From an optimization exercise on the open Yosys and OpenROAD flow, aimed at small area, a short achievable clock period and few clock cycles; shortcuts taken in it are not production practice.
In this exercise RTL edits were held to simulation tests only and were not proved equivalent to the original.
Power is estimated from default activity; no workload was simulated.

**flow/constraint.sdc**
```tcl
create_clock -name core_clock -period 10.0 [get_ports {clk}]
set_input_delay 2.0000 -clock core_clock [delete_from_list [all_inputs] [get_ports {clk}]]
set_output_delay 2.0000 -clock core_clock [all_outputs]
set_load 0.01 [all_outputs]
```
**flow/config.mk**
```make
export PLATFORM = sky130hd
export DESIGN_NAME = sidc
export DESIGN_NICKNAME = sidc
export VERILOG_FILES = /design/flow/design.v
export SDC_FILE = /design/flow/constraint.sdc
export NUM_CORES = 8
export LEC_CHECK = 0
export CAP_MARGIN = 30
export CORE_MARGIN = 2
export CORE_UTILIZATION = 30
export CTS_BUF_LIST = sky130_fd_sc_hd__clkbuf_8
export CTS_CLUSTER_DIAMETER = 60
export CTS_CLUSTER_SIZE = 10
export PLACE_DENSITY = 0.45
export SETUP_SLACK_MARGIN = 4.5
export SLEW_MARGIN = 40
```
**flow/design.v**
```verilog
module sidc_crc8 (
    input  wire [31:0] acc_in,
    input  wire [7:0]  d,
    output reg  [31:0] acc_out
);
    integer i;
    always @* begin
        acc_out = acc_in ^ {24'd0, d};
        for (i = 0; i < 8; i = i + 1)
            acc_out = (acc_out >> 1) ^ (acc_out[0] ? 32'hEDB88320 : 32'h0);
    end
endmodule
module sidc_crcrom (
    input  wire [6:0]  pos,
    output reg  [31:0] w
);
    always @* begin
        case (pos)
            7'd0: w = 32'hB69369A6;
            7'd1: w = 32'hF5449B3F;
            7'd2: w = 32'h4B5F6857;
            7'd3: w = 32'h5BBC1025;
            7'd4: w = 32'h62BE38BF;
            7'd5: w = 32'h6325605C;
            7'd6: w = 32'h230C851D;
            7'd7: w = 32'hD5E2A2F7;
            7'd8: w = 32'h82E31322;
            7'd9: w = 32'hEBE7E356;
            7'd10: w = 32'hE9D569C5;
            7'd11: w = 32'hB6CCF006;
            7'd12: w = 32'hAADD3B3F;
            7'd13: w = 32'hD777606E;
            7'd14: w = 32'h7AB280E1;
            7'd15: w = 32'hD8DA498B;
            7'd16: w = 32'hD76251A8;
            7'd17: w = 32'h6F8346E1;
            7'd18: w = 32'h333100D6;
            7'd19: w = 32'h321D336D;
            7'd20: w = 32'hC55F8E2C;
            7'd21: w = 32'hE5B592B8;
            7'd22: w = 32'h602CB5CD;
            7'd23: w = 32'h9C3B189F;
            7'd24: w = 32'h321E36C4;
            7'd25: w = 32'hC65A272C;
            7'd26: w = 32'h56FE9E3A;
            7'd27: w = 32'h4D5A1935;
            7'd28: w = 32'hE8786D60;
            7'd29: w = 32'hC0B95347;
            7'd30: w = 32'h033FEA7F;
            7'd31: w = 32'h89087382;
            7'd32: w = 32'hDB586299;
            7'd33: w = 32'hE3AB4F2A;
            7'd34: w = 32'hC8443888;
            7'd35: w = 32'h93690832;
            7'd36: w = 32'h60F7AF8D;
            7'd37: w = 32'h4721589F;
            7'd38: w = 32'h9397E0EE;
            7'd39: w = 32'h9E1F738D;
            7'd40: w = 32'h7BE62E07;
            7'd41: w = 32'h5705A9CA;
            7'd42: w = 32'h6D1CEF74;
            7'd43: w = 32'hC10B9F15;
            7'd44: w = 32'h6A82BE3E;
            7'd45: w = 32'h329ECC11;
            7'd46: w = 32'h46A0F22C;
            7'd47: w = 32'hC94C55AF;
            7'd48: w = 32'h40752973;
            7'd49: w = 32'hAA2215EA;
            7'd50: w = 32'h2859B56E;
            7'd51: w = 32'h5B0DF038;
            7'd52: w = 32'hD35E25BF;
            7'd53: w = 32'h88D14467;
            7'd54: w = 32'hD91E81D8;
            7'd55: w = 32'hC8DB04E9;
            7'd56: w = 32'h0C556932;
            7'd57: w = 32'hE3720ACB;
            7'd58: w = 32'h1101D988;
            7'd59: w = 32'h00D2D4DB;
            7'd60: w = 32'hD2D4DB00;
            7'd61: w = 32'hD95EFD26;
            7'd62: w = 32'h88A7FAE9;
            7'd63: w = 32'hAFA00FD8;
            7'd64: w = 32'hAA1494A9;
            7'd65: w = 32'h1ED8F66E;
            7'd66: w = 32'hD9040692;
            7'd67: w = 32'hD25C4EE9;
            7'd68: w = 32'h51CB1426;
            7'd69: w = 32'h15141C31;
            7'd70: w = 32'hCE31785D;
            7'd71: w = 32'h509CC277;
            7'd72: w = 32'h99B34B70;
            7'd73: w = 32'hBA1ACA03;
            7'd74: w = 32'hCAFC06F4;
            7'd75: w = 32'h46C47EF1;
            7'd76: w = 32'hADC088AF;
            7'd77: w = 32'hA700E96A;
            7'd78: w = 32'h67CF0BE4;
            7'd79: w = 32'h1241289B;
            7'd80: w = 32'hF6C1CB59;
            7'd81: w = 32'h78ED02D5;
            7'd82: w = 32'hEACB7748;
            7'd83: w = 32'h1E307184;
            7'd84: w = 32'h3183EC92;
            7'd85: w = 32'hED627DAE;
            7'd86: w = 32'hDAFE8E80;
            7'd87: w = 32'h9E36506B;
            7'd88: w = 32'h52C5C807;
            7'd89: w = 32'hAD2A31B3;
            7'd90: w = 32'h4DB9F56A;
            7'd91: w = 32'h0B943260;
            7'd92: w = 32'h4FED41CF;
            7'd93: w = 32'h32B39DA3;
            7'd94: w = 32'h6BF1402C;
            7'd95: w = 32'h9A11D850;
            7'd96: w = 32'hAE6BE681;
            7'd97: w = 32'hBA8CCBE8;
            7'd98: w = 32'h5CFDEDF4;
            7'd99: w = 32'h4E87F0BB;
            7'd100: w = 32'h8373EFE2;
            7'd101: w = 32'hA06A2517;
            7'd102: w = 32'h60C76FE0;
            7'd103: w = 32'h77E1359F;
            7'd104: w = 32'hE6050901;
            7'd105: w = 32'h6655004F;
            7'd106: w = 32'h533B85DA;
            7'd107: w = 32'h8816EAF2;
            7'd108: w = 32'h1EB014D8;
            7'd109: w = 32'hB1E6B092;
            7'd110: w = 32'hED59B63B;
            7'd111: w = 32'hE1351B80;
            7'd112: w = 32'h3B83984B;
            7'd113: w = 32'hEDB88320;
            default: w = 32'h0;
        endcase
    end
endmodule
module sidc_gfmul (
    input  wire [7:0]  delta,
    input  wire [31:0] w,
    output reg  [31:0] corr
);
    reg [31:0] t;
    integer i;
    always @* begin
        corr = 32'd0;
        t = w;
        for (i = 7; i >= 0; i = i - 1) begin
            if (delta[i]) corr = corr ^ t;
            t = (t >> 1) ^ (t[0] ? 32'hEDB88320 : 32'h0);
        end
    end
endmodule
module sidc (
    input  wire        clk,
    input  wire        rst,       
    input  wire        req,
    input  wire        we,
    input  wire        wide,      
    input  wire [10:0] addr,
    input  wire [31:0] wdata,
    output reg         ack,
    output reg         err,
    output reg  [31:0] rdata
);
    localparam integer RSV   = 40;
    localparam integer MACS  = 8;
    localparam integer TOTAL = 30 + RSV + 6 * MACS;   
    localparam integer SPAN  = TOTAL - 4;             
    localparam [31:0]  TAG_LIT = 32'h43434944;        
    localparam [31:0]  PARAMS  = (RSV << 16) | (MACS << 8) | TOTAL;
    localparam integer DATE_OFF = 18;
    localparam [31:0]  ZERO_CRC = 32'h472AF91E;       
    localparam [7:0] OP_NOP        = 8'h00;
    localparam [7:0] OP_SOFT_RESET = 8'h01;
    localparam [7:0] OP_CRC_INIT   = 8'h10;
    localparam [7:0] OP_CRC_BYTE   = 8'h11;
    localparam [7:0] OP_CRC_WORD   = 8'h12;
    localparam [7:0] OP_DATE_ENC   = 8'h20;
    localparam [7:0] OP_DATE_DEC   = 8'h21;
    localparam [7:0] OP_BUF_RESET  = 8'h30;
    localparam [7:0] OP_BUF_PUSH   = 8'h31;
    localparam [7:0] OP_REC_DECODE = 8'h32;
    localparam [7:0] OP_REC_ENCODE = 8'h33;
    localparam [7:0] OP_REC_ZERO   = 8'h34;
    localparam [7:0] OP_REC_TAG    = 8'h35;
    localparam [7:0] OP_REC_STAMP  = 8'h40;
    localparam [7:0] OP_REC_VERIFY = 8'h41;
    reg [8*SPAN-1:0]  px, py;
    reg [SPAN-1:0]    fy, by;
    reg [31:0]        tl;         
    reg [15:0] len;
    reg [31:0] checksum;
    reg [15:0] cal_year;
    reg [7:0]  cal_month, cal_day, cal_hour, cal_minute, cal_second;
    reg [31:0] din;
    reg [31:0] crc_acc;
    reg        st_format_err, st_crc_ok, st_crc_mismatch, st_cmd_err, st_acc_err;
    reg [2:0]  err_code;
    reg [31:0] img_crc;           
    reg [31:0] buf_crc;           
    reg        pend_v, pend_buf;  
    reg [7:0]  pend_o, pend_n;    
    reg [6:0]  pend_pos;          
    reg        bb;                
    reg [6:0]  boff;              
    reg [2:0]  mc_cnt;            
    reg        mc_date;           
    reg        wq_v, wq_buf;      
    reg [6:0]  wq_pos;
    reg [7:0]  wq_data;
    reg        pv, pw, pe;
    reg [10:0] pa;
    reg [7:0]  pd;
    wire [7:0] off   = addr[7:0];
    wire in_ctrl  = (addr[10:8] == 3'b000);
    wire in_field = (addr[10:8] == 3'b010) && (off < SPAN);
    wire in_buf   = (addr[10:8] == 3'b100) && (off < TOTAL);
    reg ctrl_readable, ctrl_writable;
    always @* begin
        ctrl_readable = 1'b0;
        ctrl_writable = 1'b0;
        case (off)
            8'h00: begin ctrl_readable = 1'b1; ctrl_writable = 1'b1; end
            8'h04, 8'h08, 8'h0C, 8'h14, 8'h1C, 8'h24:
                   ctrl_readable = 1'b1;
            8'h10, 8'h18, 8'h20, 8'h40, 8'h44, 8'h48, 8'h4C, 8'h50, 8'h54:
                   begin ctrl_readable = 1'b1; ctrl_writable = 1'b1; end
            default: ;
        endcase
    end
    wire field_rsv = (off >= 24) && (off < 24 + RSV);
    wire legal_w   = (in_ctrl && wide && ctrl_writable) || (in_field && !wide && !field_rsv) ||
                     (in_buf && !wide);
    wire legal_r   = (in_ctrl && wide && ctrl_readable) || ((in_field || in_buf) && !wide);
    wire [7:0] op  = wdata[7:0];
    wire [7:0] arg = wdata[15:8];
    reg op_known, op_has_arg;
    always @* begin
        op_known   = 1'b1;
        op_has_arg = 1'b0;
        case (op)
            OP_NOP, OP_SOFT_RESET, OP_CRC_INIT, OP_CRC_WORD, OP_DATE_ENC, OP_DATE_DEC,
            OP_BUF_RESET, OP_REC_DECODE, OP_REC_ENCODE, OP_REC_ZERO, OP_REC_TAG,
            OP_REC_STAMP, OP_REC_VERIFY: ;
            OP_CRC_BYTE, OP_BUF_PUSH: op_has_arg = 1'b1;
            default: op_known = 1'b0;
        endcase
    end
    wire cmd_legal = (wdata[31:16] == 16'd0) && op_known && (op_has_arg || arg == 8'd0);
    wire mc_busy   = (mc_cnt != 3'd0);
    wire busy      = mc_busy || wq_v || bb;
    wire act       = req && !busy;                
    wire do_write  = act && we && legal_w;
    wire do_cmd    = do_write && in_ctrl && (off == 8'h00);
    wire do_exec   = do_cmd && cmd_legal;
    wire h_wr      = do_write && (addr[10] || addr[9]);   
    wire h_post    = h_wr && run;                 
    wire       e_v   = wq_v || (h_wr && !run);
    wire       e_buf = wq_v ? wq_buf  : addr[10];
    wire [6:0] e_pos = wq_v ? wq_pos  : off[6:0];
    wire [7:0] e_dat = wq_v ? wq_data : wdata[7:0];
    wire wr_field  = e_v && !e_buf;
    wire wr_buf    = e_v && e_buf;
    wire sel_host  = wq_v || (!busy && (addr[10] || addr[9]));    
    wire x_mc      = do_exec && (op == OP_DATE_ENC || op == OP_REC_TAG);
    wire x_push    = do_exec && (op == OP_BUF_PUSH);
    wire x_dec     = do_exec && (op == OP_REC_DECODE) && (len == TOTAL);
    wire x_enc     = do_exec && (op == OP_REC_ENCODE);
    wire x_zero    = do_exec && (op == OP_REC_ZERO);
    wire x_soft    = do_exec && (op == OP_SOFT_RESET);
    wire mc_wr     = x_mc || mc_busy;             
    wire mc_isdate = mc_busy ? mc_date : !op[4];  
    wire mc_last   = (mc_cnt == (mc_isdate ? 3'd5 : 3'd3));
    wire pa_byte = pa[10] || pa[9];
    wire run     = pv && pa_byte;                 
    wire hit     = pv && (addr == pa) && (wide == pw);
    always @* begin
        ack   = req && !busy && (we || hit);
        err   = we ? !legal_w : pe;
        rdata = pa_byte ? {24'd0, pd} : ctrl_val;
    end
    reg [31:0] ctrl_val;
    always @* begin
        case (pa[6:2])
            5'h01: ctrl_val = {26'd0, st_acc_err, st_cmd_err, 1'b0,
                               st_crc_mismatch, st_crc_ok, st_format_err};
            5'h02: ctrl_val = {29'd0, err_code};
            5'h03: ctrl_val = PARAMS;
            5'h04: ctrl_val = din;
            5'h05: ctrl_val = {16'd0, len};
            5'h06: ctrl_val = crc_acc;
            5'h07: ctrl_val = ~crc_acc;
            5'h08: ctrl_val = checksum;
            5'h09: ctrl_val = TAG_LIT;
            5'h10: ctrl_val = {16'd0, cal_year};
            5'h11: ctrl_val = {24'd0, cal_month};
            5'h12: ctrl_val = {24'd0, cal_day};
            5'h13: ctrl_val = {24'd0, cal_hour};
            5'h14: ctrl_val = {24'd0, cal_minute};
            5'h15: ctrl_val = {24'd0, cal_second};
            default: ctrl_val = 32'd0;
        endcase
    end
    wire       rreg = run || wq_v;
    wire [6:0] ridx = rreg ? (run ? pa[6:0] + 7'd1 : wq_pos) : off[6:0];
    wire       rbuf = rreg ? (run ? pa[10] : wq_buf) : addr[10];
    integer i;
    reg [7:0] byte_rd;
    reg       rsel, rhit;
    always @* begin
        byte_rd = 8'd0;
        for (i = 0; i < SPAN; i = i + 1) begin
            rsel = rbuf ? by[i] : fy[i];
            rhit = (ridx == i);
            byte_rd = byte_rd | ({8{rhit && !rsel}} & px[8*i +: 8])
                              | ({8{rhit &&  rsel}} & py[8*i +: 8]);
        end
        for (i = SPAN; i < TOTAL; i = i + 1)
            byte_rd = byte_rd | ({8{rbuf && ridx == i}} & tl[8*(i-SPAN) +: 8]);
    end
    wire [7:0] pa_nx  = {pa[7], pa[6:0] + 7'd1};
    wire       pe_nx  = pw || (pa[10] ? (pa_nx >= TOTAL) : (pa_nx >= SPAN));
    function [7:0] fbb(input integer k);
        fbb = fy[k] ? py[8*k +: 8] : px[8*k +: 8];
    endfunction
    wire [31:0] corr;
    wire [31:0] pend_w;
    sidc_crcrom u_rom (.pos(pend_pos), .w(pend_w));
    sidc_gfmul u_fix (.delta(pend_o ^ pend_n), .w(pend_w), .corr(corr));
    wire [7:0]  bpos   = {1'b0, e_pos} + {1'b0, boff};    
    wire [6:0]  wr_pos = sel_host ? (e_buf ? bpos[6:0] : e_pos) : mc_pos;
    wire [31:0] img_eff = img_crc ^ ((pend_v && !pend_buf) ? corr : 32'd0);
    wire [31:0] crc_b;
    sidc_crc8 u_crc_byte (.acc_in(op[5] ? buf_crc : crc_acc), .d(arg), .acc_out(crc_b));
    wire [31:0] crc_w1, crc_w2, crc_w3, crc_w4;
    sidc_crc8 u_crc_w1 (.acc_in(crc_acc), .d(din[31:24]), .acc_out(crc_w1));
    sidc_crc8 u_crc_w2 (.acc_in(crc_w1),  .d(din[23:16]), .acc_out(crc_w2));
    sidc_crc8 u_crc_w3 (.acc_in(crc_w2),  .d(din[15:8]),  .acc_out(crc_w3));
    sidc_crc8 u_crc_w4 (.acc_in(crc_w3),  .d(din[7:0]),   .acc_out(crc_w4));
    reg  [6:0] ymod;
    reg  [7:0] ystep;
    reg  [1:0] ybits;
    integer j;
    always @* begin
        case (mc_cnt)
            3'd0:    ybits = cal_year[9:8];
            3'd1:    ybits = cal_year[7:6];
            3'd2:    ybits = cal_year[5:4];
            3'd3:    ybits = cal_year[3:2];
            default: ybits = cal_year[1:0];
        endcase
        ystep = (mc_cnt == 3'd0) ? {2'd0, cal_year[15:10]} : {1'b0, ymod};
        for (j = 1; j >= 0; j = j - 1) begin
            ystep = {ystep[6:0], ybits[j]};
            if (ystep >= 8'd100) ystep = ystep - 8'd100;
        end
    end
    reg [7:0] mc_val, mc_old;
    reg [6:0] mc_pos;
    always @* begin
        if (mc_isdate) begin
            case (mc_cnt)
                3'd0:    begin mc_pos = DATE_OFF+1; mc_val = cal_month;  mc_old = fbb(DATE_OFF+1); end
                3'd1:    begin mc_pos = DATE_OFF+2; mc_val = cal_day;    mc_old = fbb(DATE_OFF+2); end
                3'd2:    begin mc_pos = DATE_OFF+3; mc_val = cal_hour;   mc_old = fbb(DATE_OFF+3); end
                3'd3:    begin mc_pos = DATE_OFF+4; mc_val = cal_minute; mc_old = fbb(DATE_OFF+4); end
                3'd4:    begin mc_pos = DATE_OFF+5; mc_val = cal_second; mc_old = fbb(DATE_OFF+5); end
                default: begin mc_pos = DATE_OFF+0; mc_val = {1'b0, ymod}; mc_old = fbb(DATE_OFF+0); end
            endcase
        end else begin
            mc_pos = {5'd0, mc_cnt[1:0]};
            case (mc_cnt[1:0])
                2'd0:    begin mc_val = TAG_LIT[31:24]; mc_old = fbb(0); end
                2'd1:    begin mc_val = TAG_LIT[23:16]; mc_old = fbb(1); end
                2'd2:    begin mc_val = TAG_LIT[15:8];  mc_old = fbb(2); end
                default: begin mc_val = TAG_LIT[7:0];   mc_old = fbb(3); end
            endcase
        end
    end
    wire       fb_all  = rst || x_soft || x_zero;    
    wire       bf_push = !rst && x_push && len < TOTAL;
    wire [7:0] wbus    = rst ? 8'd0 : mc_busy ? mc_val : sel_host ? e_dat :
                         !op[5] ? 8'd0 : !op[4] ? mc_val : !op[2] ? arg : op[0] ? mc_val : 8'd0;
    wire       x_enc_r = !rst && x_enc;
    wire       x_dec_r = !rst && x_dec;
    reg fw, bw, bys;
    always @(posedge clk) begin
        for (i = 0; i < SPAN; i = i + 1) begin
            fw  = fb_all || (wr_field && e_pos == i) || (mc_wr && mc_pos == i);
            bw  = (wr_buf && e_pos == i) || (bf_push && len[6:0] == i);
            bys = by[i] && !rst;
            if ((fw && bys) || (bw && fy[i]))
                px[8*i +: 8] <= wbus;
            if ((fw && !bys) || (bw && !fy[i]))
                py[8*i +: 8] <= wbus;
            if (fw)
                fy[i] <= !bys;
            else if (x_dec_r)
                fy[i] <= by[i];
            if (rst)
                by[i] <= 1'b0;
            else if (bw)
                by[i] <= !fy[i];
            else if (x_enc_r)
                by[i] <= fy[i];
        end
        for (i = SPAN; i < TOTAL; i = i + 1) begin
            if (x_enc_r)
                tl[8*(i-SPAN) +: 8] <= checksum[8*(TOTAL-1-i) +: 8];
            else if ((wr_buf && e_pos == i) || (bf_push && len[6:0] == i))
                tl[8*(i-SPAN) +: 8] <= wbus;
        end
    end
    always @(posedge clk) begin
        pend_buf <= sel_host && e_buf;
        pend_pos <= wr_pos;
        pend_o   <= sel_host ? byte_rd : mc_old;
        pend_n   <= sel_host ? e_dat : mc_val;
    end
    wire       img_ok  = (((pend_v && !pend_buf) ? corr : 32'd0) == (img_crc ^ ~checksum));    
    always @(posedge clk) begin
        if (rst) begin
            len             <= 16'd0;
            checksum        <= 32'd0;
            cal_year        <= 16'd0;
            cal_month       <= 8'd0;
            cal_day         <= 8'd0;
            cal_hour        <= 8'd0;
            cal_minute      <= 8'd0;
            cal_second      <= 8'd0;
            din             <= 32'd0;
            crc_acc         <= 32'hFFFFFFFF;
            st_format_err   <= 1'b0;
            st_crc_ok       <= 1'b0;
            st_crc_mismatch <= 1'b0;
            st_cmd_err      <= 1'b0;
            st_acc_err      <= 1'b0;
            err_code        <= 3'd0;
            img_crc         <= ZERO_CRC;
            buf_crc         <= 32'hFFFFFFFF;
            pend_v          <= 1'b0;
            wq_v            <= 1'b0;
            bb              <= 1'b0;
            boff            <= SPAN[6:0];
            mc_cnt          <= 3'd0;
            mc_date         <= 1'b0;
            pv              <= 1'b0;
        end else begin
            if (act && !we) begin
                if (hit) begin
                    if (pa_byte) begin
                        pd      <= byte_rd;
                        pe      <= pe_nx;
                        pa[6:0] <= pa[6:0] + 7'd1;
                    end else
                        pv      <= 1'b0;
                end else if (!(pv && pa_byte && (addr[10] || addr[9]))) begin
                    pd <= byte_rd;
                    pe <= !legal_r;
                    pa <= addr;
                    pw <= wide;
                    pv <= 1'b1;
                end else
                    pv <= 1'b0;
            end else if (act || busy)
                pv <= 1'b0;
            wq_v <= h_post;
            if (h_post) begin
                wq_buf  <= addr[10];
                wq_pos  <= off[6:0];
                wq_data <= wdata[7:0];
            end
            if (x_mc) begin
                mc_cnt  <= 3'd1;
                mc_date <= !op[4];
            end else if (mc_busy)
                mc_cnt  <= mc_last ? 3'd0 : mc_cnt + 3'd1;
            if (mc_wr && mc_cnt != 3'd5)
                ymod <= ystep[6:0];
            img_crc <= img_eff;
            if (pend_v && pend_buf)
                buf_crc <= buf_crc ^ corr;
            pend_v  <= 1'b0;
            if (mc_wr || wr_field || (wr_buf && bpos < SPAN))
                pend_v    <= 1'b1;
            bb <= wr_buf && bpos < SPAN;
            if (act && !we && hit && pe) begin
                st_acc_err <= 1'b1;
                err_code   <= 3'd4;
            end
            if (act && we && !legal_w) begin
                st_acc_err <= 1'b1;
                err_code   <= 3'd4;
            end else if (do_write && in_ctrl) begin
                case (off)
                    8'h10: din        <= wdata;
                    8'h18: crc_acc    <= wdata;
                    8'h20: checksum   <= wdata;
                    8'h40: cal_year   <= wdata[15:0];
                    8'h44: cal_month  <= wdata[7:0];
                    8'h48: cal_day    <= wdata[7:0];
                    8'h4C: cal_hour   <= wdata[7:0];
                    8'h50: cal_minute <= wdata[7:0];
                    8'h54: cal_second <= wdata[7:0];
                    default: ;
                endcase
                if (do_cmd && !cmd_legal) begin
                    st_cmd_err <= 1'b1;
                    err_code   <= 3'd3;
                end
                if (do_exec) begin
                    case (op)
                    OP_SOFT_RESET: begin
                        len             <= 16'd0;
                        checksum        <= 32'd0;
                        cal_year        <= 16'd0;
                        cal_month       <= 8'd0;
                        cal_day         <= 8'd0;
                        cal_hour        <= 8'd0;
                        cal_minute      <= 8'd0;
                        cal_second      <= 8'd0;
                        din             <= 32'd0;
                        crc_acc         <= 32'hFFFFFFFF;
                        st_format_err   <= 1'b0;
                        st_crc_ok       <= 1'b0;
                        st_crc_mismatch <= 1'b0;
                        st_cmd_err      <= 1'b0;
                        st_acc_err      <= 1'b0;
                        err_code        <= 3'd0;
                        img_crc         <= ZERO_CRC;
                        buf_crc         <= 32'hFFFFFFFF;
                        boff            <= SPAN[6:0];
                    end
                    OP_CRC_INIT: crc_acc <= 32'hFFFFFFFF;
                    OP_CRC_BYTE: crc_acc <= crc_b;
                    OP_CRC_WORD: crc_acc <= crc_w4;
                    OP_DATE_DEC: begin
                        cal_year   <= {8'd0, fbb(DATE_OFF+0)};
                        cal_month  <= fbb(DATE_OFF+1);
                        cal_day    <= fbb(DATE_OFF+2);
                        cal_hour   <= fbb(DATE_OFF+3);
                        cal_minute <= fbb(DATE_OFF+4);
                        cal_second <= fbb(DATE_OFF+5);
                    end
                    OP_BUF_RESET: begin
                        len     <= 16'd0;
                        boff    <= SPAN[6:0];
                        buf_crc <= 32'hFFFFFFFF;
                    end
                    OP_BUF_PUSH: begin
                        if (len != 16'hFFFF) len <= len + 16'd1;
                        if (boff != 7'd0) begin
                            buf_crc <= crc_b;
                            boff    <= boff - 7'd1;
                        end
                    end
                    OP_REC_DECODE: begin
                        if (len == TOTAL) begin
                            checksum      <= {tl[7:0], tl[15:8], tl[23:16], tl[31:24]};
                            st_format_err <= 1'b0;
                            img_crc       <= buf_crc;
                        end else begin
                            st_format_err <= 1'b1;
                            err_code      <= 3'd1;
                        end
                    end
                    OP_REC_ENCODE: begin
                        len     <= TOTAL;
                        boff    <= 7'd0;
                        buf_crc <= img_eff;
                    end
                    OP_REC_ZERO: begin
                        checksum <= 32'd0;
                        img_crc  <= ZERO_CRC;
                    end
                    OP_REC_STAMP: begin
                        checksum <= ~img_eff;
                        crc_acc  <= img_eff;
                    end
                    OP_REC_VERIFY: begin
                        crc_acc <= img_eff;
                        if (img_ok) begin
                            st_crc_ok       <= 1'b1;
                            st_crc_mismatch <= 1'b0;
                        end else begin
                            st_crc_ok       <= 1'b0;
                            st_crc_mismatch <= 1'b1;
                            err_code        <= 3'd2;
                        end
                    end
                    default: ;
                    endcase
                end
            end
        end
    end
endmodule
```
**flow/standard.sh**
```bash
#!/bin/bash
# synth_recipe.tcl (not shown) runs the flow's synth.tcl, then flattens the netlist and writes it again
# the make line also repeats each setting of config.mk as NAME=value (left out here)
make -C /OpenROAD-flow-scripts/flow DESIGN_CONFIG=/design/flow/config.mk WORK_HOME=/design/flow/orfs CLKGATE_MAP_FILE= SYNTH_SCRIPT=/design/flow/synth_recipe.tcl "${@:-finish}"
```
**flow/flow/run.sh**
```bash
#!/bin/bash
# Own layout flow: the standard ORFS flow (standard.sh), with two changes:
# the buffers ORFS puts on the input and output ports are buf_4 cells
# (buffer_ports otherwise picks slow delay cells such as clkdlybuf4s50_1), and
# the antenna repair after detailed routing may take up to 10 rounds instead
# of 5. Everything make prints goes to standard.log; ORFS keeps each step's
# own log under orfs/logs/.
set -euo pipefail
export BUFFER_PORTS_ARGS="-buffer_cell sky130_fd_sc_hd__buf_4"
export MAX_REPAIR_ANTENNAS_ITER_DRT=10
bash standard.sh > standard.log 2>&1
```
==> reports/summary.txt, run 1 <==
drt pass-1 iters -> 10
initial DRC count -> 22.1k
clock sinks -> 2407
Non-Filler Instances -> 17.3k
count leader, synth -> edfxtp_1
gr usage total -> 0.501
maximum vdd ir drop -> 0.000753 V
TritonCTS clock tree -> yes
Die X -> 642 µm
hold path start -> err_code[1]
Worst-Margin Slew -> 1.10 ns
detailed-route wire length -> 1060 mm
Data arrival, critical path -> 7.08 ns
wire per inst -> 61.5 µm
Tmin final -> 6.14 ns
Power per Cell Area -> 241 nW/µm²
Max FO, Critical Path -> 8
GRT overflow -> 0
CP delay by family, top -> simple AND/OR/NAND/NOR gates
Critical path buffers and inverters -> 10
PortBufs -> 81
Fin. Hold Viols -> 0
Highest Clock Rate -> 163 MHz
Max Slew Vio Count -> 0
syn nets -> 10.7k
Hold Buf Count CTS -> 0
worst r2r src -> wq_v
Synth Register Bits -> 2407
clock latency on the worst-skew pair -> 1.27 ns
clock skew -> 0.194 ns
Gate Count Post-Synth -> 10.4k
dominant cells by area after synthesis -> edfxtp_1 50%, dfxtp_1 6.5%, a22oi_1 3.5%, xnor2_1 3.3%, ha_1 2.9%
RSZ-0062 raised after global routing -> yes
clk buf depth -> 4
crit path cell chain -> buf_12 > nand2b_4 > and2_4 > buf_6 > a21oi_4 > a21oi_4 > buf_12 > buf_16 > buf_6 > buf_16 > buf_12 > mux2i_1 > and3_4 > buf_4 > a222oi_1 > nand4_1 > nor4_4 > buf_4 > nand4_1 > buf_4 > nor2_2 > a21oi_1
chip height -> 642 µm
HPWL Detailed -> 772 mm
Placed Cells incl. Taps -> 16.0k
Worst EP required -> 10.94 ns
Layout Nets -> 11.7k
CP Capture Type -> flop
clock-pin slew on the worst setup and hold paths -> 0.08 ns
Starting Density -> 0.301
H-tree Lvls -> 5
Seq/Total Area, Yosys -> 0.561
Core Box Area -> 406000 µm²
grt peak-use layer -> met2
slowest stage cell, crit path -> a222oi_1
first-pass GRT wire length -> 1300 mm
cell area after synthesis -> 122000 µm²
die area -> 412000 µm²
LEAKAGE -> 55.9 nW
gpl congestion -> 1.14
DRC viols -> 0
class of the worst hold path -> reg2reg
DR vias/cell -> 7.04
Synth Flop Type -> edfxtp_1
GRT met3 Usage -> 0.189
post-route ant nets -> 0
Synth cell types -> 115
Setup Crit Path Kind -> in2reg
CP Launch Point -> addr[10]
post-synth top area share -> 0.496
status -> complete, no violations
met2 Track Usage GR -> 0.723
share of cells above drive strength 1 -> 0.291
area grow syn2layout -> 27.4%
DR vias -> 122k
Num CTS Buffers -> 339
root buffer cell -> clkbuf_8
ys async rst share -> 0
CP Launch Type -> input pin
vias in the first global route -> 106k
Setup TNS -> 0 ns
Post-synth top cells -> 2014 x edfxtp_1, 678 x nor2_1, 663 x nand2_1
largest net degree at the start of global routing -> 120
Rows -> 234
Period Utilization, post-route -> 0.614
max_cap viols -> 0
Setup Viol. Count Final -> 0
post-synth top area cell -> edfxtp_1
Final Cell Area -> 155000 µm²
# IOs -> 82
Slew headroom -> 0.245
Post-DP Area -> 136000 µm²
grt met1 use -> 0.559
antenna violations before repair -> 211
Avg Cell Area, Syn -> 11.7 µm²
Post-synth EDFFs -> 2014
biggest cell delay along the critical path -> 0.89 ns
Ys Warns -> 4
## path summary, 6_finish.rpt
path                                    end  slack, ns  cells past startpoint
worst max-delay path              pend_o[2]       3.86                     22
worst min-delay path            err_code[1]       0.52                      2
worst max register to register    pend_o[4]       3.92                     21
worst min register to register  err_code[1]       0.52                      2
## routing by layer
metal	share of wire	wire length (µm)
met5	0.00072	767
met4	0.12	130000
met3	0.12	127000
met2	0.42	441000
met1	0.34	362000
## worst reg2reg max path, stage by stage, from the launching register on
cell and delay [ns]:
dfxtp_2 0.45, buf_8 0.29, nand2b_4 0.19, and2_4 0.14, buf_6 0.10, a21oi_4 0.04, a21oi_4 0.16, buf_12 0.17
buf_16 0.20, buf_16 0.18, buf_4 0.23, mux2i_1 0.44, nor3_2 0.08, buf_4 0.27, a22o_1 0.40, a221oi_1 0.61
nand4_1 0.48, nor3_1 0.42, nand4_1 0.51, buf_4 0.34, nor2_1 0.08, a31oi_1 0.06
## placed cells by master (no fill, tap or decap), types with 323 or more instances in the layout
| cell type | synthesis | routed |
|---|---|---|
| dfxtp_1 | 393 | 375 |
| nand2_1 | 663 | 601 |
| buf_4 | 18 | 980 |
| clkbuf_8 | 0 | 364 |
| nor2_1 | 678 | 609 |
| xnor2_1 | 459 | 394 |
| o21ai_0 | 660 | 603 |
| a21oi_1 | 355 | 323 |
| a22oi_1 | 571 | 511 |
| edfxtp_1 | 2014 | 2014 |
## through the flow
stage,hold slack [ns],total power [mW],util,setup slack (ns)
floorplan,0.426,18.9,-,4.35
global placement,0.484,25.1,0.331,0.556
detailed placement,0.486,25.2,0.335,1.37
CTS,0.501,36.7,0.377,4.21
global route,0.533,37.9,0.382,3.98
finish,0.515,37.4,0.383,3.86
## cell families (layout without fill, tap and decap cells)
| logic type | Yosys count | count (layout) | share of synthesized area |
|---|---|---|---|
| mux | 378 | 378 | 0.0324 |
| xor+xnor | 760 | 760 | 0.0636 |
| buf+inv | 874 | 2090 | 0.0291 |
| flops | 2407 | 2407 | 0.561 |
| simple gates | 2464 | 2464 | 0.0963 |
| fa+ha+maj | 286 | 286 | 0.0294 |
| compound gates | 3217 | 3217 | 0.189 |
| other cells | 0 | 239 | 0 |
## power by group
part | switching [mW] | internal (mW)
combinational | 10.2 | 6.56
sequential | 0.535 | 11.7
clock | 4.72 | 3.82
## cell type report
cell class | instances | area [µm²]
Fill cell | 39173 | 250000
Sequential cell | 2407 | 68400
Multi-Input combinational cell | 7105 | 58900
Timing Repair Buffer | 1338 | 13400
Tap cell | 5428 | 6790
Clock buffer | 364 | 5010
Clock inverter | 217 | 1610
Inverter | 171 | 691
Antenna cell | 239 | 598
## flip-flops by register name (all words and copies together), names as in the netlist, 32 cells and up
signal / flops
buf_crc: 32
by: 114
checksum: 32
crc_acc: 32
din: 32
fy: 114
img_crc: 32
px: 912
py: 912
tl: 32
## repair_timing
| action | CTS | global route |
|---|---|---|
| gates resized for setup | 1226 | 191 |
| pin swaps | 238 | 98 |
| endpoints found under the setup margin | 3464 | 1004 |
| gates cloned | 17 | 1 |
| setup buffers | 383 | 76 |
Testbench counts, summed over its fixed seeds: cycles 15,094.
==> run 2, diff against run 1 <==
--- a/flow/design.v
+++ b/flow/design.v
@@ -202,4 +202,3 @@
     reg [7:0]  pend_o, pend_n;    
-    reg [6:0]  pend_pos;          
-    reg        bb;                
+    reg [31:0] pend_w;            
     reg [6:0]  boff;              
@@ -212,3 +211,3 @@
     reg [10:0] pa;
-    reg [7:0]  pd;
+    reg [31:0] pc;
     wire [7:0] off   = addr[7:0];
@@ -250,3 +249,3 @@
     wire mc_busy   = (mc_cnt != 3'd0);
-    wire busy      = mc_busy || wq_v || bb;
+    reg  busy;                                    
     wire act       = req && !busy;                
@@ -264,2 +263,5 @@
     wire sel_host  = wq_v || (!busy && (addr[10] || addr[9]));    
+    wire hw_ok     = act && we && !wide && !off[7];
+    wire wf        = (wq_v && !wq_buf) || (hw_ok && (addr[10:8] == 3'b010) && !run);
+    wire wb        = (wq_v &&  wq_buf) || (hw_ok && (addr[10:8] == 3'b100) && !run);
     wire x_mc      = do_exec && (op == OP_DATE_ENC || op == OP_REC_TAG);
@@ -279,3 +281,3 @@
         err   = we ? !legal_w : pe;
-        rdata = pa_byte ? {24'd0, pd} : ctrl_val;
+        rdata = pc;
     end
@@ -283,3 +285,3 @@
     always @* begin
-        case (pa[6:2])
+        case (off[6:2])
             5'h01: ctrl_val = {26'd0, st_acc_err, st_cmd_err, 1'b0,
@@ -308,13 +310,21 @@
     reg [7:0] byte_rd;
-    reg       rsel, rhit;
+    reg [7:0]  rlo;
+    reg [15:0] rhf, rhb;
+    reg        rf, rb;
     always @* begin
         byte_rd = 8'd0;
+        for (i = 0; i < 8; i = i + 1)
+            rlo[i] = (ridx[2:0] == i);
+        for (i = 0; i < 16; i = i + 1) begin
+            rhf[i] = (ridx[6:3] == i) && !rbuf;
+            rhb[i] = (ridx[6:3] == i) &&  rbuf;
+        end
         for (i = 0; i < SPAN; i = i + 1) begin
-            rsel = rbuf ? by[i] : fy[i];
-            rhit = (ridx == i);
-            byte_rd = byte_rd | ({8{rhit && !rsel}} & px[8*i +: 8])
-                              | ({8{rhit &&  rsel}} & py[8*i +: 8]);
+            rf = rlo[i % 8] && rhf[i / 8];      
+            rb = rlo[i % 8] && rhb[i / 8];      
+            byte_rd = byte_rd | ({8{(rf && !fy[i]) || (rb && !by[i])}} & px[8*i +: 8])
+                              | ({8{(rf &&  fy[i]) || (rb &&  by[i])}} & py[8*i +: 8]);
         end
         for (i = SPAN; i < TOTAL; i = i + 1)
-            byte_rd = byte_rd | ({8{rbuf && ridx == i}} & tl[8*(i-SPAN) +: 8]);
+            byte_rd = byte_rd | ({8{rlo[i % 8] && rhb[i / 8]}} & tl[8*(i-SPAN) +: 8]);
     end
@@ -326,4 +336,2 @@
     wire [31:0] corr;
-    wire [31:0] pend_w;
-    sidc_crcrom u_rom (.pos(pend_pos), .w(pend_w));
     sidc_gfmul u_fix (.delta(pend_o ^ pend_n), .w(pend_w), .corr(corr));
@@ -331,5 +339,8 @@
     wire [6:0]  wr_pos = sel_host ? (e_buf ? bpos[6:0] : e_pos) : mc_pos;
+    wire [31:0] wr_w;
+    sidc_crcrom u_rom (.pos(wr_pos), .w(wr_w));
     wire [31:0] img_eff = img_crc ^ ((pend_v && !pend_buf) ? corr : 32'd0);
+    wire [31:0] buf_eff = buf_crc ^ ((pend_v &&  pend_buf) ? corr : 32'd0);
     wire [31:0] crc_b;
-    sidc_crc8 u_crc_byte (.acc_in(op[5] ? buf_crc : crc_acc), .d(arg), .acc_out(crc_b));
+    sidc_crc8 u_crc_byte (.acc_in(op[5] ? buf_eff : crc_acc), .d(arg), .acc_out(crc_b));
     wire [31:0] crc_w1, crc_w2, crc_w3, crc_w4;
@@ -388,4 +399,4 @@
         for (i = 0; i < SPAN; i = i + 1) begin
-            fw  = fb_all || (wr_field && e_pos == i) || (mc_wr && mc_pos == i);
-            bw  = (wr_buf && e_pos == i) || (bf_push && len[6:0] == i);
+            fw  = fb_all || (wf && e_pos == i && (i < 24 || i >= 24 + RSV)) || (mc_wr && mc_pos == i);
+            bw  = (wb && e_pos == i) || (bf_push && len[6:0] == i);
             bys = by[i] && !rst;
@@ -409,3 +420,3 @@
                 tl[8*(i-SPAN) +: 8] <= checksum[8*(TOTAL-1-i) +: 8];
-            else if ((wr_buf && e_pos == i) || (bf_push && len[6:0] == i))
+            else if ((wb && e_pos == i) || (bf_push && len[6:0] == i))
                 tl[8*(i-SPAN) +: 8] <= wbus;
@@ -415,3 +426,3 @@
         pend_buf <= sel_host && e_buf;
-        pend_pos <= wr_pos;
+        pend_w   <= wr_w;
         pend_o   <= sel_host ? byte_rd : mc_old;
@@ -442,3 +453,3 @@
             wq_v            <= 1'b0;
-            bb              <= 1'b0;
+            busy            <= 1'b0;
             boff            <= SPAN[6:0];
@@ -451,3 +462,3 @@
                     if (pa_byte) begin
-                        pd      <= byte_rd;
+                        pc      <= {24'd0, byte_rd};
                         pe      <= pe_nx;
@@ -457,3 +468,3 @@
                 end else if (!(pv && pa_byte && (addr[10] || addr[9]))) begin
-                    pd <= byte_rd;
+                    pc <= (addr[10] || addr[9]) ? {24'd0, byte_rd} : ctrl_val;
                     pe <= !legal_r;
@@ -467,2 +478,3 @@
             wq_v <= h_post;
+            busy <= x_mc || (mc_busy && !mc_last) || h_post;
             if (h_post) begin
@@ -480,4 +492,3 @@
             img_crc <= img_eff;
-            if (pend_v && pend_buf)
-                buf_crc <= buf_crc ^ corr;
+            buf_crc <= buf_eff;
             pend_v  <= 1'b0;
@@ -485,3 +496,2 @@
                 pend_v    <= 1'b1;
-            bb <= wr_buf && bpos < SPAN;
             if (act && !we && hit && pe) begin
@@ -560,3 +570,3 @@
                             st_format_err <= 1'b0;
-                            img_crc       <= buf_crc;
+                            img_crc       <= buf_eff;
                         end else begin
--- a/flow/config.mk
+++ b/flow/config.mk
@@ -14,3 +14,3 @@
 export PLACE_DENSITY = 0.45
-export SETUP_SLACK_MARGIN = 4.5
+export SETUP_SLACK_MARGIN = 4.2
 export SLEW_MARGIN = 40
==> run 2 against run 1 <==
Worst setup slack better by 0.13 ns. Sequential cell count grew 49. Final cell count decreased by 1.3%. Synthesized cell count up 2.5%.
==> reports/summary.txt, run 2 <==
status -> complete, no violations
Die X -> 645 µm (+0.61%)
root buffer cell -> clkbuf_8
die area -> 417000 µm² (+1.2%)
Reg2Reg Depth -> 14 (-33%)
Post-synth EDFFs -> 2038 (+1.2%)
Combinational Power Share -> 0.449 (+0.003)
Seq/Total Area, Yosys -> 0.564 (+0.00307)
most frequent cells in the layout -> 2038 x edfxtp_1, 910 x nor2_1, 781 x buf_4, 689 x nand2_1, 627 x a22oi_1
Hold EP -> cal_hour[3]
Register Area -> 69600 µm² (+1.7%)
r2r setup slk -> 4.07 ns (+0.15 ns)
clock latency on the worst-skew pair -> 1.30 ns (+0.03 ns)
PortBufs -> 81 (unchanged)
Synth Register Bits -> 2456 (+2.0%)
grt peak-use layer -> met2
DR vias/cell -> 6.72 (-4.5%)
first-pass GRT wire length -> 1200 mm (-7.9%)
Fin. Hold Viols -> 0 (unchanged)
Num CTS Buffers -> 343 (+1.2%)
post-route ant nets -> 0 (unchanged)
commonest non-fill, non-tap cell in the layout -> edfxtp_1
largest net degree at the start of global routing -> 131 (+9.2%)
wire per inst -> 56.7 µm (-7.8%)
gpl congestion -> 1.11 (-2.5%)
detailed-route wire length -> 966 mm (-8.9%)
cell-internal power -> 22.7 mW (+3.1%)
Synth Flop Type -> edfxtp_1
Starting Density -> 0.301 (+0.000670)
# IOs -> 82 (unchanged)
Power per Cell Area -> 271 nW/µm² (+12%)
Setup Crit Path Kind -> in2reg
Ys Warns -> 4 (unchanged)
gr usage total -> 0.449 (-0.0521)
cell area after synthesis -> 123000 µm² (+1.2%)
Clk network pwr share -> 0.217 (-0.011)
max_cap viols -> 0 (unchanged)
Max Slew Vio Count -> 0 (unchanged)
clock skew -> 0.129 ns (-0.0655 ns)
Data arrival, critical path -> 6.94 ns (-0.14 ns)
chip height -> 645 µm (+0.61%)
ys async rst share -> 0 (unchanged)
Layout fillers -> 40.1k (+2.3%)
Highest Clock Rate -> 166 MHz (+2.2%)
clk buf depth -> 4 (unchanged)
DRC viols -> 0 (unchanged)
syn nets -> 11.0k (+2.3%)
Worst EP required -> 10.93 ns (about the same)
dominant cells by area after synthesis -> edfxtp_1 50%, dfxtp_1 6.8%, a22oi_1 4.1%, nor2_1 3.0%, ha_1 2.8%
part of the power in registers -> 0.333 (+0.008)
grt met1 use -> 0.535 (-0.0239)
hold path start -> cal_hour[3]
multi-input logic area -> 54800 µm² (-7.0%)
Setup TNS -> 0 ns (unchanged)
Post-DP Area -> 137000 µm² (+0.98%)
clock-pin slew on the worst setup and hold paths -> 0.07 ns (about the same)
biggest regs -> px (912), py (912)
RSZ-0062 raised after global routing -> yes
Worst-Margin Slew -> 1.14 ns (+0.0433 ns)
area grow syn2layout -> 19.6%
Rows -> 235 (+0.43%)
vias in the first global route -> 103k (-2.8%)
met2 Track Usage GR -> 0.667 (-0.0558)
Hold Crit Depth -> 2 (unchanged)
GRT overflow -> 0 (unchanged)
antenna violations before repair -> 154 (-27%)
Slew headroom -> 0.235 (-0.00972)
Core Box Area -> 410000 µm² (+1.0%)
Layout Nets -> 11.6k (-0.61%)
post-synth top area cell -> edfxtp_1
Post-synth top cells -> 2038 x edfxtp_1, 972 x nor2_1, 711 x nand2_1
HPWL Detailed -> 706 mm (-8.5%)
Setup Viol. Count Final -> 0 (unchanged)
Period Utilization, post-route -> 0.601 (-0.0132)
drt pass-1 iters -> 10 (unchanged)
Avg Cell Area, Syn -> 11.6 µm² (-1.2%)
maximum vdd ir drop -> 0.000489 V (-35%)
Fin Hold WS -> 0.482 ns (-0.0334 ns)
CP Launch Type -> input pin
Max FO, Critical Path -> 10 (+2)
LEAKAGE -> 53.1 nW (-5.0%)
initial DRC count -> 20.1k (-8.9%)
TritonCTS clock tree -> yes
worst r2r src -> pa[1]
Final Cell Area -> 148000 µm² (-5.0%)
worst flop-to-flop path endpoint -> pc[6]
class of the worst hold path -> reg2reg
GRT met3 Usage -> 0.126 (-0.0640)
share of cells above drive strength 1 -> 0.201 (-0.0899)
Gate Count Post-Synth -> 10.6k (+2.5%)
DR vias -> 115k (-5.7%)
count leader, synth -> edfxtp_1
switch share -> 0.432 (+0.0201)
P_sw -> 17.3 mW (+12%)
CP Capture Type -> flop
clock sinks -> 2456 (+2.0%)
Tmin final -> 6.01 ns (-0.132 ns)
Synth cell types -> 90 (-22%)
H-tree Lvls -> 5 (unchanged)
fin util -> 0.360 (-0.0229)
post-synth top area share -> 0.496 (about the same)
==> run 2: cell types whose count changed after synthesis, sizes merged, moves of 58 or more <==
cell	change
a21oi	+146
a221oi	-61
a22o	-67
a22oi	+98
and3	-91
mux2	-60
nand3	+62
nor2	+289
nor2b	-58
o21ai	-113
xnor2	-86
xnor3	+67
==> run 2: through the flow <==
| step | setup slack [ns] | instances | total power [mW] |
|---|---|---|---|
| final | 3.99 | 17052 | 40.0 |
| after global routing | 4.19 | 16976 | 40.6 |
| after CTS | 3.99 | 16923 | 39.6 |
| after detailed placement | 1.44 | 16313 | 30.9 |
| after global placement | -1.41 | 16221 | 30.8 |
| after floorplan | 3.93 | 10641 | 23.1 |
==> run 2: how the worst max path moves through the flow <==
stage / start / end / slack, ns
finish: addr[10] / pc[7] / 3.99
floorplan: addr[5] / fy[24] / 3.93
global placement: addr[10] / pc[7] / -1.41
detailed placement: addr[10] / pc[4] / 1.44
global route: addr[3] / pc[2] / 4.19
CTS: wdata[6] / py[534] / 3.99
==> run 2: final cells by class <==
class / instances / area share
Antenna cell: 95 / 0.00161
Sequential cell: 2456 / 0.471
Timing Repair Buffer: 962 / 0.0587
Multi-Input combinational cell: 7336 / 0.371
Inverter: 204 / 0.00546
Clock inverter: 189 / 0.0116
Clock buffer: 359 / 0.0335
Tap cell: 5451 / 0.0462
==> run 2: power groups by stage <==
| stage | sequential (mW) | clock [mW] | combinational [mW] |
|---|---|---|---|
| floorplan | 13.0 | 0 | 10.1 |
| global placement | 13.5 | 0 | 17.3 |
| detailed placement | 13.5 | 0 | 17.4 |
| CTS | 13.3 | 8.66 | 17.6 |
| global route | 13.3 | 9.01 | 18.3 |
| finish | 13.3 | 8.69 | 18.0 |
==> run 2: routing by layer <==
| layer | up-vias | share of wire |
|---|---|---|
| li1 | 42656 | - |
| met1 | 59540 | 0.36 |
| met2 | 9789 | 0.42 |
| met3 | 2579 | 0.11 |
| met4 | 30 | 0.11 |
| met5 | - | 0.00022 |
==> run 2: kinds of logic (layout without fill, tap and decap cells) <==
family | after synthesis | count (layout) | share of synthesized area
compound gates | 3240 | 3243 | 0.184
xor+xnor | 710 | 710 | 0.0682
fa+ha+maj | 273 | 273 | 0.0277
mux | 319 | 319 | 0.0266
buf+inv | 853 | 1714 | 0.0265
flops | 2456 | 2456 | 0.564
other cells | 0 | 95 | 0
simple gates | 2790 | 2791 | 0.104
==> run 2: critical path: stages <==
cell and delay, ns:
buf_4 0.16, mux2_4 0.33, a22oi_2 0.20, buf_6 0.19, mux2i_1 0.71, nor3_2 0.06, buf_4 0.29, a22oi_1 0.35
nand4_1 0.37, a221oi_1 0.32, nand4_1 0.51, nor4_2 0.33, buf_4 0.20, nand4_1 0.37, buf_6 0.30, a21o_1 0.18
==> run 2: timing repair <==
action	CTS	global route
setup endpoints to repair	2126	1571
hold buffers	0	0
gates cloned	5	3
endpoints found under the hold margin	0	0
resized for setup	362	115
pin swaps	44	23
setup buffers	57	21
Testbench counts of run 2, summed over its fixed seeds: cycles 15,094.
==> run 3, diff against run 2 <==
--- a/flow/config.mk
+++ b/flow/config.mk
@@ -14,3 +14,3 @@
 export PLACE_DENSITY = 0.45
-export SETUP_SLACK_MARGIN = 4.2
+export SETUP_SLACK_MARGIN = 4.5
 export SLEW_MARGIN = 40
==> run 3 against run 2 <==
Register-to-register slack better by 0.05 ns. Hold slack worse by 0.017 ns. Clock skew down 0.016 ns. Clock-buffer cell count down 6. Global-route usage down 0.84 points. Die area unchanged. Non-clock buffer count up 173. Clock power down 2.3%. Final cell count up 1.2%. Via count up 2.0%. Synthesized cell count unchanged.
==> reports/summary.txt, run 3 <==
Seq/Total Area, Yosys -> 0.564 (unchanged)
Reg2Reg Depth -> 16 (+2)
switch share -> 0.433 (+0.000848)
Fin Hold WS -> 0.465 ns (-0.0171 ns)
clock-pin slew on the worst setup and hold paths -> 0.09 ns (+0.02 ns)
part of the power in registers -> 0.334 (about the same)
area grow syn2layout -> 23.0%
Data arrival, critical path -> 6.94 ns (about the same)
clock skew -> 0.113 ns (-0.0160 ns)
Setup TNS -> 0 ns (unchanged)
Avg Cell Area, Syn -> 11.6 µm² (unchanged)
count leader, synth -> edfxtp_1
Synth Register Bits -> 2456 (unchanged)
H-tree Lvls -> 5 (unchanged)
r2r setup slk -> 4.12 ns (+0.05 ns)
root buffer cell -> clkbuf_8
most frequent cells in the layout -> 2038 x edfxtp_1, 907 x nor2_1, 826 x buf_4, 682 x nand2_1, 594 x a22oi_1
share of cells above drive strength 1 -> 0.229 (+0.0274)
biggest regs -> px (912), py (912)
PortBufs -> 81 (unchanged)
die area -> 417000 µm² (unchanged)
Hold EP -> st_crc_ok
Die X -> 645 µm (unchanged)
fin util -> 0.371 (+0.0103)
Hold Crit Depth -> 2 (unchanged)
Power per Cell Area -> 263 nW/µm² (-2.9%)
Fin. Hold Viols -> 0 (unchanged)
Final Cell Area -> 152000 µm² (+2.8%)
Synth Flop Type -> edfxtp_1
max_cap viols -> 0 (unchanged)
GRT overflow -> 0 (unchanged)
CP Capture Type -> flop
dominant cells by area after synthesis -> edfxtp_1 50%, dfxtp_1 6.8%, a22oi_1 4.1%, nor2_1 3.0%, ha_1 2.8%
maximum vdd ir drop -> 0.000353 V (-28%)
Num CTS Buffers -> 337 (-1.7%)
worst flop-to-flop path endpoint -> pc[3]
post-route ant nets -> 0 (unchanged)
Combinational Power Share -> 0.453 (+0.004)
Hold Buf Count CTS -> 0 (unchanged)
post-synth top area share -> 0.496 (unchanged)
Clk network pwr share -> 0.213 (-0.004)
Starting Density -> 0.301 (unchanged)
commonest non-fill, non-tap cell in the layout -> edfxtp_1
Gate Count Post-Synth -> 10.6k (unchanged)
detailed-route wire length -> 950 mm (-1.7%)
clk buf depth -> 4 (unchanged)
Core Box Area -> 410000 µm² (unchanged)
clock latency on the worst-skew pair -> 1.26 ns (-0.04 ns)
Synth cell types -> 90 (unchanged)
drt pass-1 iters -> 8 (-2)
syn nets -> 11.0k (unchanged)
DP Worst Slack -> 1.21 ns (-0.233 ns)
hold path start -> st_crc_ok
RSZ-0062 raised after global routing -> yes
HPWL Detailed -> 685 mm (-3.1%)
initial DRC count -> 21.4k (+6.3%)
antenna violations before repair -> 166 (+7.8%)
worst r2r src -> pa[0]
DR vias/cell -> 6.77 (+0.74%)
TritonCTS clock tree -> yes
gpl congestion -> 1.13 (+2.1%)
P_sw -> 17.3 mW (about the same)
LEAKAGE -> 54.6 nW (+2.9%)
Worst-Margin Slew -> 1.14 ns (-0.00421 ns)
Ys Warns -> 4 (unchanged)
Layout Nets -> 11.8k (+1.4%)
largest net degree at the start of global routing -> 126 (-3.8%)
gr usage total -> 0.441 (-0.00840)
Post-synth EDFFs -> 2038 (unchanged)
Highest Clock Rate -> 168 MHz (+1.1%)
Max FO, Critical Path -> 8 (-2)
Rows -> 235 (unchanged)
cell-internal power -> 22.6 mW (-0.29%)
Layout fillers -> 39.9k (-0.55%)
Worst EP required -> 11.00 ns (+0.07 ns)
status -> complete, no violations
wire per inst -> 55.0 µm (-2.9%)
vias in the first global route -> 105k (+1.6%)
ys async rst share -> 0 (unchanged)
Post-synth top cells -> 2038 x edfxtp_1, 972 x nor2_1, 711 x nand2_1
Setup Viol. Count Final -> 0 (unchanged)
# IOs -> 82 (unchanged)
cell area after synthesis -> 123000 µm² (unchanged)
Setup Crit Path Kind -> in2reg
fin worst setup slack -> 4.06 ns (+0.0675 ns)
Slew headroom -> 0.240 (+0.00465)
Max Slew Vio Count -> 0 (unchanged)
Tmin final -> 5.94 ns (-0.0675 ns)
Period Utilization, post-route -> 0.594 (-0.00675)
DR vias -> 117k (+2.0%)
clock sinks -> 2456 (unchanged)
Post-DP Area -> 137000 µm² (about the same)
first-pass GRT wire length -> 1180 mm (-1.2%)
class of the worst hold path -> reg2reg
post-synth top area cell -> edfxtp_1
chip height -> 645 µm (unchanged)
DRC viols -> 0 (unchanged)
CP Launch Type -> input pin
[run 3: cell counts after synthesis]
Identical to the previous run, type by type.
[run 3: kinds of logic after synthesis]
logic type / after synthesis / share of synthesized area
multiplexers: 319 / 0.0266
flip-flops: 2456 / 0.564
AO/OA/AOI/OAI: 3240 / 0.184
XOR/XNOR: 710 / 0.0682
AND/OR/NAND/NOR: 2790 / 0.104
buffers and inverters: 853 / 0.0265
adder cells (fa/ha/maj): 273 / 0.0277
[run 3: worst max-delay path, stage by stage]
cell and delay (ns):
buf_12 0.10, mux2_4 0.28, a22oi_2 0.17, buf_12 0.23, buf_16 0.21, mux2i_4 0.49, nor3_2 0.07, buf_4 0.26
a22oi_2 0.49, nand4_1 0.22, nor4_4 0.58, nand4_1 0.75, nor4_2 0.45, nand4_1 0.17, buf_6 0.20, a21o_1 0.18
[run 3: power by group through the flow]
stage / Combinational [mW] / Clock, mW / Sequential, mW
global route: 18.4 / 8.79 / 13.3
floorplan: 10.1 / 0 / 13.0
CTS: 17.7 / 8.45 / 13.3
detailed placement: 17.3 / 0 / 13.5
global placement: 17.2 / 0 / 13.5
finish: 18.1 / 8.49 / 13.3
[run 3: timing repair]
item / in CTS / in global routing
cloned: 12 / 6
setup endpoints to repair: 2055 / 1914
setup buffers: 199 / 78
resized for setup: 575 / 252
pin swaps: 66 / 84
[run 3: area by class of cell]
type,count,area [µm²],share of cell area
flip-flops and latches,2456,69600,0.458
multi-input cells,7335,56400,0.371
repair buffers,1135,11400,0.0751
well taps,5451,6820,0.0449
clock buffers,353,4860,0.0320
clock inverters,201,1650,0.0108
inverters,204,810,0.00533
diodes,122,305,0.00201
[run 3: worst max path at each step]
stage / cells past startpoint / startpoint / end / slack, ns
CTS: 17 / addr[10] / pc[3] / 4.36
finish: 16 / addr[10] / pc[3] / 4.06
detailed placement: 16 / addr[4] / pc[3] / 1.21
global route: 19 / addr[10] / pc[2] / 4.27
floorplan: 15 / addr[5] / fy[24] / 3.93
global placement: 15 / addr[4] / pc[3] / 0.27
[run 3: stage by stage]
step                      total power, mW  instances
after global placement               30.7      16183
after global routing                 40.6      17171
after CTS                            39.4      17037
after floorplan                      23.2      10641
after detailed placement             30.7      16272
final                                39.9      17257
[run 3: layer usage]
metal,routed length [µm],vias to the layer above,GRT usage
li1,-,43053,-
met1,330000,59809,0.507
met2,390000,10839,0.630
met3,120000,3104,0.166
met4,109000,28,0.411
met5,203,-,0.000347
==> run 4, diff against run 3 <==
--- a/flow/config.mk
+++ b/flow/config.mk
@@ -7,3 +7,3 @@
 export LEC_CHECK = 0
-export CAP_MARGIN = 30
+export CAP_MARGIN = 25
 export CORE_MARGIN = 2
@@ -12,5 +12,5 @@
 export CTS_CLUSTER_DIAMETER = 60
-export CTS_CLUSTER_SIZE = 10
+export CTS_CLUSTER_SIZE = 12
 export PLACE_DENSITY = 0.45
-export SETUP_SLACK_MARGIN = 4.5
-export SLEW_MARGIN = 40
+export SETUP_SLACK_MARGIN = 4.8
+export SLEW_MARGIN = 30
==> run 4 against run 3 <==
Combinational power about the same. Global-route usage down 0.22 points. Worst setup slack lost 0.077 ns. Critical path type is now reg2reg. Highest routed layer unchanged.
==> reports/summary.txt, run 4 <==
clock latency on the worst-skew pair -> 1.31 ns (+0.05 ns)
Layout Nets -> 11.8k (-0.017%)
TritonCTS clock tree -> yes
total power -> 40.2 mW (+0.69%)
clock-pin slew on the worst setup and hold paths -> 0.08 ns (about the same)
count leader, synth -> edfxtp_1
Core Box Area -> 410000 µm² (unchanged)
clock sinks -> 2456 (unchanged)
area grow syn2layout -> 23.3%
gpl congestion -> 1.09 (-3.5%)
H-tree Lvls -> 5 (unchanged)
first-pass GRT wire length -> 1180 mm (-0.51%)
antenna violations before repair -> 141 (-15%)
grt met1 use -> 0.519 (+0.0124)
Placed Cells incl. Taps -> 16.3k (-0.031%)
detailed-route wire length -> 945 mm (-0.46%)
worst r2r src -> pa[10]
Starting Density -> 0.301 (unchanged)
clock skew -> 0.138 ns (+0.0253 ns)
ys async rst share -> 0 (unchanged)
cell area after synthesis -> 123000 µm² (unchanged)
Rows -> 235 (unchanged)
gr usage total -> 0.439 (-0.00216)
Worst-Margin Slew -> 1.17 ns (+0.0330 ns)
post-synth top area share -> 0.496 (unchanged)
Seq/Total Area, Yosys -> 0.564 (unchanged)
# IOs -> 82 (unchanged)
Clk network pwr share -> 0.217 (+0.004)
Setup Viol. Count Final -> 0 (unchanged)
grt peak-use layer -> met2
CP Launch Point -> pa[10]
CP Launch Type -> flop
Gate Count Post-Synth -> 10.6k (unchanged)
Post-synth top cells -> 2038 x edfxtp_1, 972 x nor2_1, 711 x nand2_1
DR vias -> 116k (-0.99%)
Synth Register Bits -> 2456 (unchanged)
dominant cells by area after synthesis -> edfxtp_1 50%, dfxtp_1 6.8%, a22oi_1 4.1%, nor2_1 3.0%, ha_1 2.8%
Avg Cell Area, Syn -> 11.6 µm² (unchanged)
DRC viols -> 0 (unchanged)
status -> complete, no violations
Post-synth EDFFs -> 2038 (unchanged)
Tmin final -> 6.02 ns (+0.0770 ns)
max_cap viols -> 0 (unchanged)
drt pass-1 iters -> 9 (+1)
Slew headroom -> 0.218 (-0.0220)
share of cells above drive strength 1 -> 0.233 (+0.00407)
Fin. Hold Viols -> 0 (unchanged)
Power per Cell Area -> 264 nW/µm² (+0.40%)
part of the power in registers -> 0.332 (-0.002)
vias in the first global route -> 104k (-0.71%)
Data arrival, critical path -> 7.01 ns (+0.07 ns)
Highest Clock Rate -> 166 MHz (-1.3%)
CP Capture Type -> flop
HPWL Detailed -> 685 mm (about the same)
biggest regs -> px (912), py (912)
Synth cell types -> 90 (unchanged)
root buffer cell -> clkbuf_8
Max Slew Vio Count -> 0 (unchanged)
P_sw -> 17.4 mW (+0.50%)
Ys Warns -> 4 (unchanged)
Max FO, Critical Path -> 8 (unchanged)
wire per inst -> 54.8 µm (-0.43%)
met2 Track Usage GR -> 0.654 (+0.0234)
RSZ-0062 raised after global routing -> yes
Worst EP required -> 10.99 ns (about the same)
syn nets -> 11.0k (unchanged)
most frequent cells in the layout -> 2038 x edfxtp_1, 906 x nor2_1, 836 x buf_4, 684 x nand2_1, 588 x a22oi_1
switch share -> 0.432 (-0.000787)
Setup Crit Path Kind -> reg2reg
Hold Buf Count CTS -> 0 (unchanged)
PortBufs -> 81 (unchanged)
largest net degree at the start of global routing -> 118 (-6.3%)
class of the worst hold path -> reg2reg
GRT overflow -> 0 (unchanged)
Setup TNS -> 0 ns (unchanged)
post-route ant nets -> 0 (unchanged)
maximum vdd ir drop -> 0.000380 V (+7.8%)
post-synth top area cell -> edfxtp_1
Die X -> 645 µm (unchanged)
LEAKAGE -> 54.6 nW (about the same)
die area -> 417000 µm² (unchanged)
GRT met3 Usage -> 0.124 (-0.0414)
Fin Hold WS -> 0.465 ns (+0.000667 ns)
initial DRC count -> 21.5k (+0.76%)
Combinational Power Share -> 0.450 (-0.003)
commonest non-fill, non-tap cell in the layout -> edfxtp_1
cell-internal power -> 22.8 mW (+0.83%)
hold path start -> st_crc_ok
DR vias/cell -> 6.71 (-0.96%)
Synth Flop Type -> edfxtp_1
Non-Filler Instances -> 17.3k (-0.023%)
Num CTS Buffers -> 330 (-2.1%)
chip height -> 645 µm (unchanged)
Period Utilization, post-route -> 0.602 (+0.00770)
clk buf depth -> 4 (unchanged)
## run 4: critical path, cell delays in order (launching register included)
cell and delay, ns:
edfxtp_1 0.58, o211ai_1 0.58, nor2_1 0.42, a22o_1 0.55, and3_1 0.27, buf_4 0.25
a22oi_2 0.24, nand4_1 0.37, nor4_4 0.69, nand4_1 0.77, nor4_4 0.49, nand4_1 0.16
buf_6 0.19, a21o_1 0.19
## run 4: cell families after synthesis
family | Yosys count | synth area share
buf+inv | 853 | 0.0265
compound gates | 3240 | 0.184
mux | 319 | 0.0266
flops | 2456 | 0.564
xor+xnor | 710 | 0.0682
simple gates | 2790 | 0.104
fa+ha+maj | 273 | 0.0277
## run 4: final timing paths
check              endpoint  slack (ns)  depth (start not counted)
setup / recovery      pc[3]        3.98                         13
hold / removal    st_crc_ok        0.47                          2
setup reg to reg      pc[3]        3.98                         13
hold reg to reg   st_crc_ok        0.47                          2
## run 4: repair_timing
item | in CTS | in global routing
gates cloned | 14 | 3
pin swaps | 111 | 87
buffers inserted | 215 | 83
resized for setup | 794 | 251
setup endpoints to repair | 2969 | 2026
## run 4: through the flow
step | util | instance area, µm² | setup slack [ns]
after global routing | 0.371 | 152000 | 4.28
after CTS | 0.365 | 150000 | 4.23
after detailed placement | 0.332 | 136000 | 1.14
final | 0.372 | 152000 | 3.98
after global placement | 0.331 | 135000 | 0.275
after floorplan | - | 124000 | 4.11
## run 4: power groups by stage
stage	clock network, mW	logic (mW)	registers (mW)
6_report	8.74	18.1	13.3
5_1_grt	9.08	18.4	13.4
4_1_cts	8.72	17.6	13.3
3_5_place_dp	0	17.2	13.5
3_3_place_gp	0	17.2	13.5
2_1_floorplan	0	10.1	13.0
## run 4: area by class of cell
class                   instances  area [µm²]
clock inverters               238        2090
diodes                         86         215
fillers                     39717      257000
clock buffers                 343        4720
multi-input cells            7338       56800
inverters                     204         817
well taps                    5451        6820
repair buffers               1137       11200
flip-flops and latches       2456       69600
## run 4: layer usage
layer,share of wire,vias to the layer above
met2,0.42,10134
li1,-,43053
met4,0.11,26
met1,0.36,59728
met5,0.00018,-
met3,0.11,2741

## afterwards: timing with drivers on the ports
In the flow no input, the clock included, has a driving cell. The finished layouts below were timed again as built, in two steps.
Step 1, drivers: a clkbuf_16 drives clk and a buf_2 each remaining input, both assumed.
Step 2 also shifts input and output timing later by t, the mid clock arrival at the registers, as if the neighbouring blocks saw the same clock.
Three values: ideal ports, drivers, drivers and shift; two values: the first two.
| run | t (ns) | setup slack, ns | slew at the worst register clock pin (ns) |
|---|---|---|---|
| run 1 | 1.292 | 3.858 / 3.866 / 2.574 | 0.09 / 0.09 |
| run 2 | 1.328 | 3.990 / 4.061 / 2.733 | 0.09 / 0.09 |
| run 3 | 1.325 | 4.057 / 4.093 / 2.768 | 0.09 / 0.09 |
| run 4 | 1.343 | 3.980 / 3.980 / 2.670 | 0.10 / 0.10 |
After both steps every run listed still meets setup and hold. The setup slack of run 4, which loses most, moves by 0.000 ns with the drivers and by -1.310 ns with both steps.
